Context: an optimization exercise on an open-source flow, tuned for small area, a short achievable clock period and few clock cycles. The choices shown serve that exercise and are no tape-out recipe. In this exercise RTL edits were held to simulation tests only and were not proved equivalent to the original. The clock port is modelled as an ideal driver; clocking choices that lean on that would not hold on a real chip. Power and IR drop assume default switching activity.

// cs281_dl_rx
module cs281_dl_rx (
    input  wire       clk,
    input  wire       rst,         
    input  wire       in_valid,
    input  wire [7:0] in_data,
    output wire       in_ready,
    output wire       ev_valid,
    input  wire       ev_ready,
    output wire [1:0] ev_kind,
    output wire [7:0] ev_data,
    output wire       ev_last,
    output wire [7:0] fault
);
    localparam [7:0] START = 8'h7B;
    localparam [7:0] STOP  = 8'h7D;
    localparam [7:0] ESC   = 8'h5C;
    localparam integer N  = 64;         
    localparam integer RP = 19;         
    localparam integer SQ = 6;          
    localparam [5:0] DR_AL = N - RP;    
    localparam [5:0] DW_EM = 1 - RP;    
    localparam [1:0] KIND_BYTE     = 2'd0;
    localparam [1:0] KIND_EMPTY    = 2'd1;
    localparam [1:0] KIND_MISMATCH = 2'd2;
    localparam [1:0] KIND_FRAMING  = 2'd3;
    reg  [7:0] ring [0:N-1];
    reg  [5:0] dr, dw;
    reg        rempty;
    reg        dwem;                    
    reg  [6:0] qlen;                    
    reg        qe;                      
    reg        p_esc, p_par, p_hi0, p_b0;    
    reg        wesc, wpar;              
    reg        q0s;                     
    reg        f_any, f_ovf;            
    reg  [SQ-1:0] sq;                   
    reg  [SQ-1:0] th;                   
    reg        r_pos0, r_esc, r_emit, r_stop;    
    reg        fc_start, fc_esc, fc_rc, fc_la;   
    reg        in_ready_q;
    reg        ev_valid_q, skip_q;      
    reg  [1:0] ev_kind_q;
    reg        ev_last_q;
    wire qfull   = qlen[6];
    wire accept  = in_valid && in_ready_q;
    wire wr      = accept && !qfull;
    wire comp    = (in_data == STOP) && !qe && !p_esc;
    wire push    = wr && comp;
    wire good    = p_hi0 && (p_b0 == wpar);
    wire consume = skip_q || (ev_valid_q && ev_ready);
    wire pop1    = r_stop || (r_pos0 && !fc_start);     
    wire pop     = consume && pop1;
    integer i;
    always @(posedge clk) begin
        ring[0] <= wr ? in_data : ring[N-1];
        for (i = 1; i < N; i = i + 1)
            ring[i] <= ring[i-1];
    end
    wire rempty_n = !wr && (rempty || (consume && dwem));
    wire dw1_n    = wr || (dw == 6'd2);
    wire dr1_n    = !(wr && rempty) && !consume && (dr == 6'd2);
    wire wr_ok_n  = rempty_n || (dw1_n && !dr1_n);
    always @(posedge clk) begin
        if (rst) begin
  ...
Size: ~880 cells after synthesis, roughly 570 flip-flops, about 0.013 mm² of cells after synthesis.
==> flow/config.mk <==
export PLATFORM = sky130hd
export DESIGN_NAME = cs281_dl_rx
export DESIGN_NICKNAME = cs281_dl_rx
export VERILOG_FILES = /design/flow/design.v
export SDC_FILE = /design/flow/constraint.sdc
export NUM_CORES = 4
export LEC_CHECK = 0
export ABC_CLOCK_PERIOD_IN_PS = 2500
export CAP_MARGIN = 20
export CORE_MARGIN = 2
export CORE_UTILIZATION = 40
export CTS_BUF_LIST = sky130_fd_sc_hd__clkbuf_16
export CTS_CLUSTER_DIAMETER = 100
export CTS_CLUSTER_SIZE = 30
export PLACE_DENSITY = 0.6
export SLEW_MARGIN = 20
==> flow/constraint.sdc <==
create_clock -name core_clock -period 8.0 [get_ports {clk}]
set_input_delay 1.6000 -clock core_clock [delete_from_list [all_inputs] [get_ports {clk}]]
set_output_delay 1.6000 -clock core_clock [all_outputs]
set_load 0.01 [all_outputs]
standard.sh (not shown) runs the stock make flow with config.mk's settings and CLKGATE_MAP_FILE= SYNTH_SCRIPT=/design/flow/synth_recipe.tcl, a recipe that flattens the netlist after the stock synthesis.
==> flow/flow/run.sh <==
#!/bin/bash
# Standard layout, with a tighter timing-repair target and faster port buffers.
set -euo pipefail
bash standard.sh SETUP_SLACK_MARGIN=5.3 "BUFFER_PORTS_ARGS=-buffer_cell sky130_fd_sc_hd__buf_2" finish > standard_flow.log 2>&1
The first run finished with timing, DRC and antenna clean.
Testbench counts at the start, summed over its fixed seeds: cycles 24,382.
Edit:
==> flow/run.sh (new file) <==
#!/bin/bash
# synth_recipe.tcl (not shown) runs the flow's synth.tcl, then flattens the netlist and writes it again
# the make line also repeats each setting of config.mk as NAME=value (left out here)
make -C /OpenROAD-flow-scripts/flow DESIGN_CONFIG=/design/flow/config.mk WORK_HOME=/design/flow/orfs CLKGATE_MAP_FILE= SYNTH_SCRIPT=/design/flow/synth_recipe.tcl finish
ABC_CLOCK_PERIOD_IN_PS = 2800   (was 2500)
SETUP_SLACK_MARGIN = 5   (was default)
removed: flow/flow/run.sh
removed: flow/standard.sh
Outcome:
- power barely changes
- clock power is about the same
- first-iteration DRC count is lower by about 8%
- sequential power stays flat
- final cell count is lower by about 0.65%

========
run 1:
Another version of the RTL of cs281_dl_rx (not shown whole).
For scale: roughly 840 cells after synthesis, ~33 I/O pins, ~13000 um^2 of cells after synthesis.
Design cs281_dl_rx, start of the top module:
module cs281_dl_rx (
    input  wire       clk,
    input  wire       rst,         
    input  wire       in_valid,
    input  wire [7:0] in_data,
    output wire       in_ready,
    output wire       ev_valid,
    input  wire       ev_ready,
    output wire [1:0] ev_kind,
    output wire [7:0] ev_data,
    output wire       ev_last,
    output wire [7:0] fault
);
export LEC_CHECK = 0
export ABC_CLOCK_PERIOD_IN_PS = 2500
export CAP_MARGIN = 20
export CORE_MARGIN = 2
export CORE_UTILIZATION = 40
export CTS_BUF_LIST = sky130_fd_sc_hd__clkbuf_16
export CTS_CLUSTER_DIAMETER = 100
export CTS_CLUSTER_SIZE = 30
export PLACE_DENSITY = 0.6
export SLEW_MARGIN = 20
create_clock -name core_clock -period 8.0 [get_ports {clk}]
==> flow/flow/run.sh <==
#!/bin/bash
# Standard layout, with a tighter timing-repair target, faster port buffers,
# and the clock tree's root buffer removed after CTS (flow/post_cts.tcl).
set -euo pipefail
bash standard.sh SETUP_SLACK_MARGIN=5.6 "BUFFER_PORTS_ARGS=-buffer_cell sky130_fd_sc_hd__buf_2" POST_CTS_TCL=$PWD/flow/post_cts.tcl finish > standard_flow.log 2>&1
==> flow/flow/post_cts.tcl <==
set root_pins [get_pins -of_objects [get_nets clk] -filter "direction == input"]
set root [get_cells -of_objects $root_pins]
if { [llength $root_pins] == 1 } {
  set next [get_pins -of_objects [get_nets -of_objects [get_pins -of_objects $root -filter "direction == output"]] -filter "direction == input"]
  if { [llength $next] <= 4 } {
    puts "post_cts: removing clock root buffer [get_full_name $root]"
    remove_buffers $root
    estimate_parasitics -placement
    repair_timing_helper
    detailed_placement
    check_placement -verbose
  }
}
Run 1: PASS, flow complete, no timing, DRC or antenna violations
Testbench counts of run 1, summed over its fixed seeds: cycles 24,382.
diff inputs: run 1 => run 2
Settings: CORE_UTILIZATION changed from 40 to 55; PLACE_DENSITY changed from 0.6 to 0.68.
==> flow/flow/run.sh <==
#!/bin/bash
# Standard layout, with a tighter timing-repair target, faster port buffers,
# and the clock tree's root buffer removed after CTS (flow/post_cts.tcl).
set -euo pipefail
bash standard.sh SETUP_SLACK_MARGIN=5.5 "BUFFER_PORTS_ARGS=-buffer_cell sky130_fd_sc_hd__buf_2" POST_CTS_TCL=$PWD/flow/post_cts.tcl finish > standard_flow.log 2>&1
==> run summary <==
- Per the final summary, run 2 finished and its layout is clean on timing, DRC and antenna.
- Where final instance area is concerned, run 1 is outperformed by run 2.
- NOTE: total number of placement rows in run 2 falls short of that of run 1
- Lower via count among run 2 and run 1: run 1
- Going from run 1 to run 2, layout overhead on the synthesized area shrinks by 1.5 points.
- [compare] base=run 1 new=run 2: number of clock sinks seen by CTS saw little to no change; maximum frequency from static timing analysis saw little to no change.
Setup changes, run 2 to run 3
Settings: swapping 0.68 for 0.6 in PLACE_DENSITY; swapping 55 for 40 in CORE_UTILIZATION.
==> flow/flow/run.sh <==
#!/bin/bash
# Standard layout, with a tighter timing-repair target, faster port buffers,
# and the clock tree's root buffer removed after CTS (flow/post_cts.tcl).
set -euo pipefail
bash standard.sh SETUP_SLACK_MARGIN=5.4 "BUFFER_PORTS_ARGS=-buffer_cell sky130_fd_sc_hd__buf_2" POST_CTS_TCL=$PWD/flow/post_cts.tcl finish > standard_flow.log 2>&1
==> comparison <==
Run 3: no failed stages, no open violations at the end
Run 2 has a lower hold slack than run 3.
Run 3 reports its worst setup path startpoint as ring[19][5] while run 2 reports ring[19][6].
Run 3 vs run 2 on met1 usage: run 3 is the lower one.
Relative contribution of combinational cells to total power across run 3 and run 2: no real change.
Global-route wire length before repair: run 3 worse than run 2
From run 2 to run 3 the numbers moved as follows: power density normalized to cell area went down 0.37%, sequential group share of total power went down 0.3 points, maximum frequency went down 5.6 MHz, count of clock-buffer cells in the layout went up about 5%.
--- input diff run 3..run 4 ---
==> flow/flow/run.sh <==
#!/bin/bash
# Standard layout, with a tighter timing-repair target, faster port buffers,
# and the clock tree's root buffer removed after CTS (flow/post_cts.tcl).
set -euo pipefail
bash standard.sh SETUP_SLACK_MARGIN=5.5 "BUFFER_PORTS_ARGS=-buffer_cell sky130_fd_sc_hd__buf_2" POST_CTS_TCL=$PWD/flow/post_cts.tcl finish > standard_flow.log 2>&1
==> run summary <==
Between run 3 and run 4, clock period minus worst slack decreased.
Taking run 3 as the reference, in run 4 post-route antenna net violation count shows no meaningful change; transition time at the pin with the least slew margin saw a decrease.
In run 4, the clock tree skew after final layout came out 0.011 ns above the value in run 3.
Summary of run 4 over run 3: placement-stage worst setup slack shows a reduction of 0.023 ns; proportion of layout cells with a drive suffix above 1 now sits higher; final area shows an increase of 0.31%.
Run 3 -> run 4: sequential cell area flat
Compared run 4 vs run 3, and detailed-routed wire length on met3 is down in run 4.
Re cell internal power dissipation: run 4 is about 0.45% down on run 3.
diff inputs: run 4 => run 5
Settings: CAP_MARGIN changed from 20 to 10; SLEW_MARGIN changed from 20 to 10.
--- outcome ---
Per the final summary, run 5 finished and its layout is clean on timing, DRC and antenna. Internal power: run 4 vs run 5 identical. Total of clock buffers placed in the layout: run 5 vs run 4 identical. As far as worst setup slack goes, run 4 and run 5 are indistinguishable; the numbers are identical. Status: fmax parity (run 5, run 4).

[afterwards: timing with drivers on the ports]
How much do the figures lean on ideal ports? The routed layouts below were timed once more, with nothing changed but the port constraints.
Step 1 sets driving cells, clkbuf_16 on the clock port and buf_2 on the other inputs (assumed; they add their load-dependent delay and slew).
Step 2, shift: input delay + t, output delay - t, t = (earliest + latest rising clock arrival at the registers) / 2. This alone moves slack from input paths to output paths.
Slacks: ideal ports / drivers / drivers and shift; pairs: ideal ports / drivers.
run	shift t [ns]	setup slack, ns	worst setup path after step 2	latest minus earliest clock arrival (ns)
the first run of note 1	0.572	5.254 / 5.250 / 4.678	input to register	0.022 / 0.023
the second run of note 1	0.579	5.074 / 5.090 / 4.511	input to register	0.020 / 0.020
run 1	0.462	5.487 / 5.428 / 5.182	input to register	0.018 / 0.018
run 2	0.454	5.492 / 5.437 / 5.109	input to register	0.022 / 0.021
run 3	0.458	5.456 / 5.398 / 5.096	input to register	0.016 / 0.015
run 4	0.458	5.490 / 5.435 / 5.132	input to register	0.025 / 0.024
run 5	0.458	5.490 / 5.435 / 5.132	input to register	0.025 / 0.024
After both steps every run listed still meets setup and hold. For the first run of note 1, which loses most, drivers alone change the setup slack by -0.004 ns; drivers and shift together by -0.576 ns.
